This design comes from an exercise in tuning for small area, a short achievable clock period and few clock cycles on the open sky130 flow, not from production work.
Only simulation tests tie the RTL to the original design; equivalence was not proved.
Power and IR drop assume default switching activity.

==> flow/design.v <==
module alpide_decoder (
    input  wire        clk,
    input  wire        rst,
    input  wire        in_valid,
    output wire        in_ready,
    input  wire [1:0]  in_kind,
    input  wire [7:0]  in_data,
    output wire        out_valid,
    input  wire        out_ready,
    output wire        out_is_result,
    output wire [3:0]  hit_chip,
    output wire [5:0]  hit_region,
    output wire [9:0]  hit_dcol,
    output wire [10:0] hit_addr,
    output wire [3:0]  hit_flag,
    output wire        hit_prev_stuck,
    output wire [9:0]  hit_row,
    output wire [10:0] hit_col,
    output wire [2:0]  res_code,
    output wire        res_corrupt,
    output wire [2:0]  res_cause,
    output wire [15:0] res_pc,
    output wire [7:0]  res_byte,
    output wire [1:0]  res_remain,
    output wire [3:0]  st_chip,
    output wire [5:0]  st_region,
    output wire [3:0]  st_flags,
    output wire        st_new_event,
    output wire [3:0]  st_word_kind
);
    localparam [3:0] CHIP_ID_NONE = 4'd15;
    localparam [5:0] REGION_NONE  = 6'd32;
    localparam [1:0] BEAT_BYTE  = 2'd0;
    localparam [1:0] BEAT_END   = 2'd1;
    localparam [1:0] BEAT_CLEAR = 2'd2;
    localparam [3:0] K_IDLE     = 4'd0;
    localparam [3:0] K_BUSYON   = 4'd1;
    localparam [3:0] K_BUSYOFF  = 4'd2;
    localparam [3:0] K_EMPTY    = 4'd3;
    localparam [3:0] K_CHIPHDR  = 4'd4;
    localparam [3:0] K_CHIPTRL  = 4'd5;
    localparam [3:0] K_REGION   = 4'd6;
    localparam [3:0] K_DSHORT   = 4'd7;
    localparam [3:0] K_DLONG    = 4'd8;
    localparam [3:0] K_UNKNOWN  = 4'd9;
    localparam [3:0] Q_OK       = 4'd0;
    localparam [3:0] Q_BADCHIP  = 4'd1;
    localparam [3:0] Q_BADDCOL  = 4'd3;
    localparam [3:0] Q_BADADDR  = 4'd4;
    localparam [3:0] Q_STUCK    = 4'd5;
    localparam [2:0] R_SUCCESS    = 3'd0;
    localparam [2:0] R_FRAMING    = 3'd1;
    localparam [2:0] R_UNKNOWN    = 3'd2;
    localparam [2:0] R_INCOMPLETE = 3'd3;
    localparam [2:0] R_NOSTART    = 3'd4;
    localparam [2:0] R_TRUNCATED  = 3'd5;
    localparam [2:0] C_TRL_BEFORE_START = 3'd1;
    localparam [2:0] C_TRL_AFTER_FINISH = 3'd2;
    localparam [2:0] C_REG_BEFORE_START = 3'd3;
    localparam [2:0] C_DAT_BEFORE_START = 3'd4;
    localparam [2:0] ST_WORD  = 3'd0;   
    localparam [2:0] ST_SKIP  = 3'd1;   
    localparam [2:0] ST_B2    = 3'd2;   
    localparam [2:0] ST_B3    = 3'd3;   
    localparam [2:0] ST_EMIT  = 3'd4;   
    localparam [2:0] ST_DRAIN = 3'd5;   
    reg  [2:0]  state;
    reg  [3:0]  s_chip;
    reg  [5:0]  s_region;
    reg  [3:0]  s_flags;
    reg         s_new_event;
    reg  [3:0]  s_word_kind;
    reg         l_started;
    reg         l_finished;
    reg         l_corrupt;
    reg  [15:0] pc;           
    reg  [15:0] w_pc;
    reg  [7:0]  w_b0;
    reg  [7:0]  w_b1;
    reg  [6:0]  w_map;
    reg  [3:0]  emit_idx;     
    reg         f_valid;
    reg  [2:0]  f_code;
    reg  [2:0]  f_cause;
    reg  [15:0] f_pc;
    reg  [7:0]  f_byte;
    reg  [1:0]  f_remain;
    reg         last_valid;
    reg  [5:0]  last_region;
    reg  [9:0]  last_dcol;
    reg  [10:0] last_addr;
    reg         o_valid;
    reg         o_is_result;
    reg  [3:0]  o_chip;
    reg  [5:0]  o_region;
    reg  [9:0]  o_dcol;
    reg  [10:0] o_addr;
    reg  [3:0]  o_flag;
    reg         o_prev_stuck;
    reg  [9:0]  o_row;
    reg  [10:0] o_col;
    reg  [2:0]  o_code;
    reg         o_corrupt;
    reg  [2:0]  o_cause;
    reg  [15:0] o_pc;
    reg  [7:0]  o_byte;
    reg  [1:0]  o_remain;
    function [3:0] classify;
        input [7:0] b;
        begin
            if (b == 8'hFF)                  classify = K_IDLE;
            else if (b == 8'hF1)             classify = K_BUSYON;
            else if (b == 8'hF0)             classify = K_BUSYOFF;
            else if ((b & 8'hF0) == 8'hA0)   classify = K_CHIPHDR;
            else if ((b & 8'hF0) == 8'hB0)   classify = K_CHIPTRL;
            else if ((b & 8'hF0) == 8'hE0)   classify = K_EMPTY;
            else if ((b & 8'hE0) == 8'hC0)   classify = K_REGION;
            else if ((b & 8'hC0) == 8'h40)   classify = K_DSHORT;
            else if ((b & 8'hC0) == 8'h00)   classify = K_DLONG;
            else                             classify = K_UNKNOWN;
        end
    endfunction
    assign in_ready = !o_valid && (state != ST_EMIT);
    wire in_fire  = in_valid && in_ready;
    wire out_fire = o_valid && out_ready;
    wire is_byte  = in_kind == BEAT_BYTE;
    wire is_end   = in_kind == BEAT_END;
    wire is_clear = in_kind == BEAT_CLEAR;
    wire [3:0] kind = classify(in_data);
    wire [15:0] w_short  = {w_b0, in_data};
    wire [15:0] w_long   = {w_b0, w_b1};
    wire        emit_short = in_fire && is_byte && (state == ST_B2) &&
                             (w_b0[7:6] == 2'b01);
    wire [2:0]  map_sel    = emit_idx[2:0] - 3'd1;
    wire        emit_long  = (state == ST_EMIT) && !o_valid &&
                             ((emit_idx == 4'd0) || w_map[map_sel]);
    wire [3:0]  h_enc  = emit_short ? w_short[13:10] : w_long[13:10];
    wire [10:0] h_base = emit_short ? {1'b0, w_short[9:0]} : {1'b0, w_long[9:0]};
    wire [10:0] h_addr = emit_short ? h_base : (h_base + {7'd0, emit_idx});
    wire [9:0]  h_dcol = {s_region, 4'd0} + {6'd0, h_enc};
    reg  [3:0]  h_range_flag;
    always @(*) begin
        h_range_flag = Q_OK;
        if (s_chip > 4'd14)    h_range_flag = Q_BADCHIP;
        if (s_region > 6'd31)  h_range_flag = 4'd2;           
        if (h_dcol > 10'd511)  h_range_flag = Q_BADDCOL;
        if (h_addr > 11'd1023) h_range_flag = Q_BADADDR;
    end
    wire        h_same_dc = (s_region == last_region) && (h_dcol == last_dcol);
    wire        h_fire    = last_valid && !s_new_event && h_same_dc &&
                            (h_addr <= last_addr);
    wire [3:0]  h_flag    = h_fire ? Q_STUCK : h_range_flag;
    wire [1:0]  h_sub = h_addr[1:0];
    wire [10:0] h_col = {h_dcol, 1'b0} + ((h_sub == 2'd1 || h_sub == 2'd2) ? 11'd1 : 11'd0);
    wire [9:0]  h_half = h_addr[10:1];
    wire [9:0]  h_row = (h_sub == 2'd3) ? (h_half - 10'd1) :
                        (h_sub == 2'd0) ? (h_half + 10'd1) : h_half;
    wire        emit_hit = emit_short || emit_long;
    always @(posedge clk) begin
        if (rst) begin
            state       <= ST_WORD;
            s_chip      <= CHIP_ID_NONE;
            s_region    <= REGION_NONE;
            s_flags     <= 4'd0;
            s_new_event <= 1'b1;
            l_started   <= 1'b0;
            l_finished  <= 1'b0;
            l_corrupt   <= 1'b0;
            pc          <= 16'd0;
            f_valid     <= 1'b0;
            last_valid  <= 1'b0;
            o_valid     <= 1'b0;
            emit_idx    <= 4'd0;
        end else begin
            if (out_fire) begin
                o_valid <= 1'b0;
                if (o_is_result) begin
                    l_started  <= 1'b0;
                    l_finished <= 1'b0;
                    l_corrupt  <= 1'b0;
                    s_region   <= REGION_NONE;
                    s_chip     <= CHIP_ID_NONE;
                    s_flags    <= 4'd0;
                    pc         <= 16'd0;
                    f_valid    <= 1'b0;
                    state      <= ST_WORD;
                end
            end
            if (emit_hit) begin
                o_valid      <= 1'b1;
                o_is_result  <= 1'b0;
                o_chip       <= s_chip;
                o_region     <= s_region;
                o_dcol       <= h_dcol;
                o_addr       <= h_addr;
                o_flag       <= h_flag;
                o_prev_stuck <= h_fire;
                o_row        <= h_row;
                o_col        <= h_col;
                last_valid   <= 1'b1;
                last_region  <= s_region;
                last_dcol    <= h_dcol;
                last_addr    <= h_addr;
                if (h_flag != Q_OK)
                    l_corrupt <= 1'b1;
            end
            if (state == ST_EMIT && !o_valid) begin
                if (emit_idx == 4'd7) begin
                    s_new_event <= 1'b0;
                    state       <= ST_WORD;
                end
                emit_idx <= emit_idx + 4'd1;
            end
            if (in_fire) begin
                if (is_clear) begin
                    last_valid <= 1'b0;
                end else if (is_end) begin
                    o_valid     <= 1'b1;
                    o_is_result <= 1'b1;
                    o_corrupt   <= 1'b0;
                    o_cause     <= 3'd0;
                    o_pc        <= 16'd0;
                    o_byte      <= 8'd0;
                    o_remain    <= 2'd0;
                    if (f_valid) begin
                        o_code   <= f_code;
                        o_cause  <= f_cause;
                        o_pc     <= f_pc;
                        o_byte   <= f_byte;
                        o_remain <= f_remain;
                    end else if (state == ST_B2 || state == ST_B3) begin
                        o_code   <= R_TRUNCATED;
                        o_pc     <= w_pc;
                        o_byte   <= w_b0;
                        o_remain <= (state == ST_B2) ? 2'd1 : 2'd2;
                    end else if (l_started && !l_finished) begin
                        o_code   <= R_INCOMPLETE;
                    end else if (!l_started) begin
                        o_code   <= R_NOSTART;
                    end else begin
                        o_code    <= R_SUCCESS;
                        o_corrupt <= l_corrupt;
                    end
                end else if (is_byte) begin
                    pc <= pc + 16'd1;
                    case (state)
                        ST_WORD: begin
                            s_word_kind <= kind;
                            w_pc        <= pc;
                            w_b0        <= in_data;
                            case (kind)
                                K_UNKNOWN: begin
                                    f_valid <= 1'b1;
                                    f_code  <= R_UNKNOWN;
                                    f_cause <= 3'd0;
                                    f_pc    <= pc;
                                    f_byte  <= in_data;
                                    f_remain <= 2'd0;
                                    state   <= ST_DRAIN;
                                end
                                K_EMPTY: begin
                                    l_started  <= 1'b1;
                                    l_finished <= 1'b1;
                                    s_chip     <= in_data[3:0];
                                    state      <= ST_SKIP;
                                end
                                K_CHIPHDR: begin
                                    l_started   <= 1'b1;
                                    l_finished  <= 1'b0;
                                    s_new_event <= 1'b1;
                                    s_chip      <= in_data[3:0];
                                    state       <= ST_SKIP;
                                end
                                K_CHIPTRL: begin
                                    if (!l_started || l_finished) begin
                                        f_valid <= 1'b1;
                                        f_code  <= R_FRAMING;
                                        f_cause <= !l_started ? C_TRL_BEFORE_START
                                                              : C_TRL_AFTER_FINISH;
                                        f_pc    <= pc;
                                        f_byte  <= in_data;
                                        f_remain <= 2'd0;
                                        state   <= ST_DRAIN;
                                    end else begin
                                        s_flags    <= in_data[3:0];
                                        l_finished <= 1'b1;
                                        s_chip     <= CHIP_ID_NONE;
                                    end
                                end
                                K_REGION: begin
                                    if (!l_started) begin
                                        f_valid <= 1'b1;
                                        f_code  <= R_FRAMING;
                                        f_cause <= C_REG_BEFORE_START;
                                        f_pc    <= pc;
                                        f_byte  <= in_data;
                                        f_remain <= 2'd0;
                                        state   <= ST_DRAIN;
                                    end else begin
                                        s_region    <= {1'b0, in_data[4:0]};
                                        s_new_event <= 1'b0;
                                    end
                                end
                                K_DSHORT, K_DLONG: begin
                                    if (!l_started) begin
                                        f_valid <= 1'b1;
                                        f_code  <= R_FRAMING;
                                        f_cause <= C_DAT_BEFORE_START;
                                        f_pc    <= pc;
                                        f_byte  <= in_data;
                                        f_remain <= 2'd0;
                                        state   <= ST_DRAIN;
                                    end else begin
                                        state <= ST_B2;
                                    end
                                end
                                default: ;   
                            endcase
                        end
                        ST_SKIP: begin
                            state <= ST_WORD;
                        end
                        ST_B2: begin
                            w_b1 <= in_data;
                            if (w_b0[7:6] == 2'b01) begin
                                s_new_event <= 1'b0;
                                state       <= ST_WORD;
                            end else begin
                                state <= ST_B3;
                            end
                        end
                        ST_B3: begin
                            w_map    <= in_data[6:0];
                            emit_idx <= 4'd0;
                            state    <= ST_EMIT;
                        end
                        default: ;   
                    endcase
                end
            end
        end
    end
    assign out_valid      = o_valid;
    assign out_is_result  = o_is_result;
    assign hit_chip       = o_chip;
    assign hit_region     = o_region;
    assign hit_dcol       = o_dcol;
    assign hit_addr       = o_addr;
    assign hit_flag       = o_flag;
    assign hit_prev_stuck = o_prev_stuck;
    assign hit_row        = o_row;
    assign hit_col        = o_col;
    assign res_code       = o_code;
    assign res_corrupt    = o_corrupt;
    assign res_cause      = o_cause;
    assign res_pc         = o_pc;
    assign res_byte       = o_byte;
    assign res_remain     = o_remain;
    assign st_chip        = s_chip;
    assign st_region      = s_region;
    assign st_flags       = s_flags;
    assign st_new_event   = s_new_event;
    assign st_word_kind   = s_word_kind;
endmodule
==> flow/run.sh <==
#!/bin/bash
# synth_recipe.tcl (not shown) runs the flow's synth.tcl, then flattens the netlist and writes it again
# the make line also repeats each setting of config.mk as NAME=value (left out here)
make -C /OpenROAD-flow-scripts/flow DESIGN_CONFIG=/design/flow/config.mk WORK_HOME=/design/flow/orfs CLKGATE_MAP_FILE= SYNTH_SCRIPT=/design/flow/synth_recipe.tcl finish
==> flow/config.mk <==
export PLATFORM = sky130hd
export DESIGN_NAME = alpide_decoder
export DESIGN_NICKNAME = alpide_decoder
export VERILOG_FILES = /design/flow/design.v
export SDC_FILE = /design/flow/constraint.sdc
export NUM_CORES = 4
export LEC_CHECK = 0
export CAP_MARGIN = 20
export CORE_MARGIN = 2
export CORE_UTILIZATION = 40
export SLEW_MARGIN = 20
==> flow/constraint.sdc <==
create_clock -name core_clock -period 8.0 [get_ports {clk}]
set_input_delay 1.6000 -clock core_clock [delete_from_list [all_inputs] [get_ports {clk}]]
set_output_delay 1.6000 -clock core_clock [all_outputs]
set_load 0.01 [all_outputs]
==> impl_metrics.json <==
{
  "grt_pass1_wl_um": 31400,
  "endpoint": "o_flag[1]$_DFFE_PP_",
  "setup_viol": 0,
  "core-area_um2": 21100,
  "fin_worst_skew_ps": 13.9,
  "yosys.cell_types.count": 66,
  "leakagePower_nw": 3.81,
  "async_flop_share": 0,
  "synthTopCellsByCount": "146 x edfxtp_1, 76 x nand2_1, 49 x nor2_1",
  "critPathMaxFanout": 17,
  "fin_nets": 872,
  "die_w_um": 151,
  "path_delay_family": "simple AND/OR/NAND/NOR gates",
  "grt_usage": 0.182,
  "yosysWarnings": 1,
  "crit_start": "in_kind[0]",
  "portBuffers": 124,
  "synth_edf_count": 146,
  "hold_slack_ps": 497,
  "relSlewSlack": 0.391,
  "crit_path_end_kind": "flip-flop",
  "die-area_um2": 22800,
  "gp_congestion": 0.935,
  "maxSlewViolCount": 0,
  "seqPwrFrac": 0.523,
  "rr_endpoint": "o_flag[1]$_DFFE_PP_",
  "hold_viol_final": 0,
  "synth_fp_nets": 769,
  "num_rows": 53,
  "fp.dieH_um": 151,
  "antenna_found_initial": 0,
  "cts.path.max_buffers": 2,
  "grt-ovfl-total": 0,
  "critPathRequiredTime_ps": 8200,
  "cts_tree": "done",
  "cts_buffers": 17,
  "clk_latency_ps": 440,
  "max-cap-violations": 0,
  "n_antenna_cell": 0,
  "area_growth_pct": 23.3,
  "wl_um": 20100,
  "rsz0062_at_grt": "false",
  "drt_iter0_markers": 557,
  "vias": 6026,
  "clkSlewWorstSetupHoldPaths_ps": 70,
  "yosysSeqAreaShare": 0.610,
  "fin_crit_sh": 0.814,
  "worst_hold_path_type": "flip-flop to flip-flop",
  "start_kind": "input pin",
  "worstMarginPinSlew_ps": 907,
  "path_buf_inv": 3,
  "root_buffer": "clkbuf_16",
  "route.detailed.drc": 0,
  "met3_usage": 0.0370,
  "r2r-start": "state[2]$_SDFF_PP0_",
  "power_frac_comb": 0.046,
  "p_per_area_nw_per_um2": 193,
  "use_met1": 0.248,
  "crit_path_top_delay_cell": "nor4_4",
  "switching_power_mw": 0.471,
  "yosysTopAreaCell": "edfxtp_1",
  "clock.fmax_ghz": 0.154,
  "timing.reg2reg.setup_slack_ps": 2530,
  "initial_core_util": 0.409,
  "synth-seq-cells": 190,
  "cts_resized": 0,
  "use_met2": 0.289,
  "irDropWorstVdd_mv": 0.156,
  "synth_most_common_cell": "edfxtp_1",
  "path_class": "input pin to flip-flop",
  "hold_buffers": 0,
  "worstPathCellList": "clkdlybuf4s50_1 > inv_1 > ha_1 > nand3b_1 > nor4_4 > nand2_1 > nand2_1 > ha_1 > inv_1 > fa_1 > nand2b_1 > a21oi_1 > nor3b_1 > xor2_1 > ha_1 > nand4_1 > a221oi_1 > o21ai_0 > nand2_1 > and3_1",
  "post_cts_buffers": 0,
  "synth_cells": 728,
  "final_antenna_net_count": 0,
  "via_per_inst": 5.39,
  "hpwl_um": 14300,
  "tns_ps": 0,
  "busiest_layer": "met2",
  "nFillCells": 1841,
  "sw_frac_of_total": 0.230,
  "grt_pass1_vias": 5801,
  "routedWlPerCell_um": 18.0,
  "period_minus_slack_ps": 6510,
  "synth_ff_type": "edfxtp_1",
  "synth_area_um2": 8630,
  "cts_sinks": 190,
  "crit_arrival_ps": 6710,
  "reg2regPathDepth": 17,
  "avgSynthCellArea_um2": 11.8,
  "cp.depth": 20,
  "io_pins": 126,
  "layout-drive-gt1-share": 0.0735,
  "p_int_mw": 1.58,
  "first_pass_iters": 7,
  "htree_levels": 4,
  "synthTopCellsByArea": "edfxtp_1 51%, dfxtp_1 10%, ha_1 3.8%",
  "grt_max_degree": 42,
  "status": "no timing/DRC/antenna violations",
  "clockPowerShare": 0.431,
  "netlist.area_leader.share": 0.508,
  "slowest_delay_ps": 640
}
-- cells by family after synthesis --
group           synth area share
simple gates               0.145
flops                      0.610
compound gates             0.108
buf+inv                   0.0480
xor+xnor                  0.0345
fa+ha+maj                 0.0400
mux                       0.0135
other cells             0.000435
-- metal layers --
| layer | part of all wire | vias to the layer above |
|---|---|---|
| li1 | - | 2867 |
| met1 | 0.44 | 2926 |
| met2 | 0.48 | 207 |
| met3 | 0.059 | 26 |
| met4 | 0.013 | 0 |
| met5 | 0 | - |
-- through the flow --
| stage | utilization | worst slack (ps) | power [mW] | instances | cell area, µm² |
|---|---|---|---|---|---|
| CTS | 0.504 | 1500 | 2.06 | 1119 | 10600 |
| floorplan | - | 2360 | 1.14 | 728 | 8630 |
| detailed placement | 0.475 | 1060 | 1.19 | 1087 | 10000 |
| finish | 0.505 | 1490 | 2.05 | 1119 | 10600 |
| global placement | 0.475 | 1420 | 1.19 | 1087 | 10000 |
| global route | 0.505 | 1020 | 2.12 | 1119 | 10600 |
-- how the worst min path moves through the flow --
stage / endpoint / start / slack (ps) / cells after the start
6_report: s_flags[1]$_SDFF_PP0_ / s_flags[1]$_SDFF_PP0_ / 500 / 2
5_1_grt: last_valid$_SDFF_PP0_ / last_valid$_SDFF_PP0_ / 520 / 2
4_1_cts: l_finished$_SDFF_PP0_ / l_finished$_SDFF_PP0_ / 500 / 2
3_5_place_dp: o_col[3]$_DFFE_PP_ / w_b0[4]$_DFFE_PP_ / 490 / 0
3_3_place_gp: l_finished$_SDFF_PP0_ / l_finished$_SDFF_PP0_ / 490 / 2
2_1_floorplan: f_pc[15]$_DFFE_PP_ / pc[15]$_SDFF_PP0_ / 440 / 0
-- final cells by class --
| cell class | instances | area [µm²] | area share |
|---|---|---|---|
| clock buffers | 17 | 425 | 0.0400 |
| clock inverters | 15 | 200 | 0.0188 |
| inverters | 34 | 128 | 0.0120 |
| multi-input cells | 455 | 2970 | 0.279 |
| flip-flops and latches | 190 | 5270 | 0.495 |
| well taps | 275 | 344 | 0.0323 |
| repair buffers | 133 | 1310 | 0.123 |
-- registers in the layout, summed over array words and instances, names as in the netlist, 6 cells and up --
register   count
w_pc          16
f_pc          16
w_b1           8
o_pc          16
pc            16
o_row         10
f_byte         8
last_addr     11
w_b0           8
o_byte         8
s_region       6
o_col         11
w_map          7
-- layout by cell type, fill, tap and decap left out, drive strengths merged, types with 3 or more instances in the layout --
cell type / n
o21a: 3
a21o: 4
a211oi: 6
o21ai: 20
or2: 5
ha: 26
a22o: 24
dfxtp: 44
xor2: 22
or3: 3
xnor2: 12
nand2b: 14
mux2i: 6
clkbuf: 17
a31oi: 6
a221oi: 7
nor2: 49
edfxtp: 146
clkdlybuf4s50: 124
nor3: 16
nand3: 40
a211o: 3
and3: 7
and2: 7
clkinv: 6
o22ai: 4
buf: 9
nor4: 4
nand4: 14
nand2: 76
a21oi: 36
mux2: 3
inv: 40
-- worst min-delay path, cell delays in order, from the launching register on --
cell     delay, ps
dfxtp_1        330
nand3_1         70
a21oi_1         60
-- power groups by stage --
stage               clock, mW  combinational [mW]  sequential (mW)
floorplan                   0              0.0492             1.09
CTS                     0.899              0.0937             1.07
finish                  0.884              0.0934             1.07
detailed placement          0              0.0932             1.09
global route            0.939               0.103             1.07
global placement            0              0.0915             1.09
Testbench counts, summed over its fixed seeds: cycles 246,568.

[separate check: timing with driven ports]
Ports are ideal in the flow. The routed layout listed here was re-timed in OpenROAD. Step 1, drivers: a clkbuf_16 drives clk and a buf_2 each remaining input, both assumed. Step 2 adds t to the input delays and takes it off the output delays; t is the mean of the earliest and latest rising clock arrival at the registers after step 1. Input paths then give back, and output paths get back, about the clock's delay inside the block. Slacks: no drivers / after step 1 / after step 2; pairs: no drivers / after step 1.
t, ns: 0.478
setup slack, ns: 1.486 / 1.507 / 1.029
worst setup path at the end: input to register
worst data-port slew with drivers (ns): 0.05
cell pins on the clock port's net: 1
After both steps this run still meets setup and hold. The setup slack of this run moves by +0.021 ns with the drivers and by -0.457 ns with both steps.
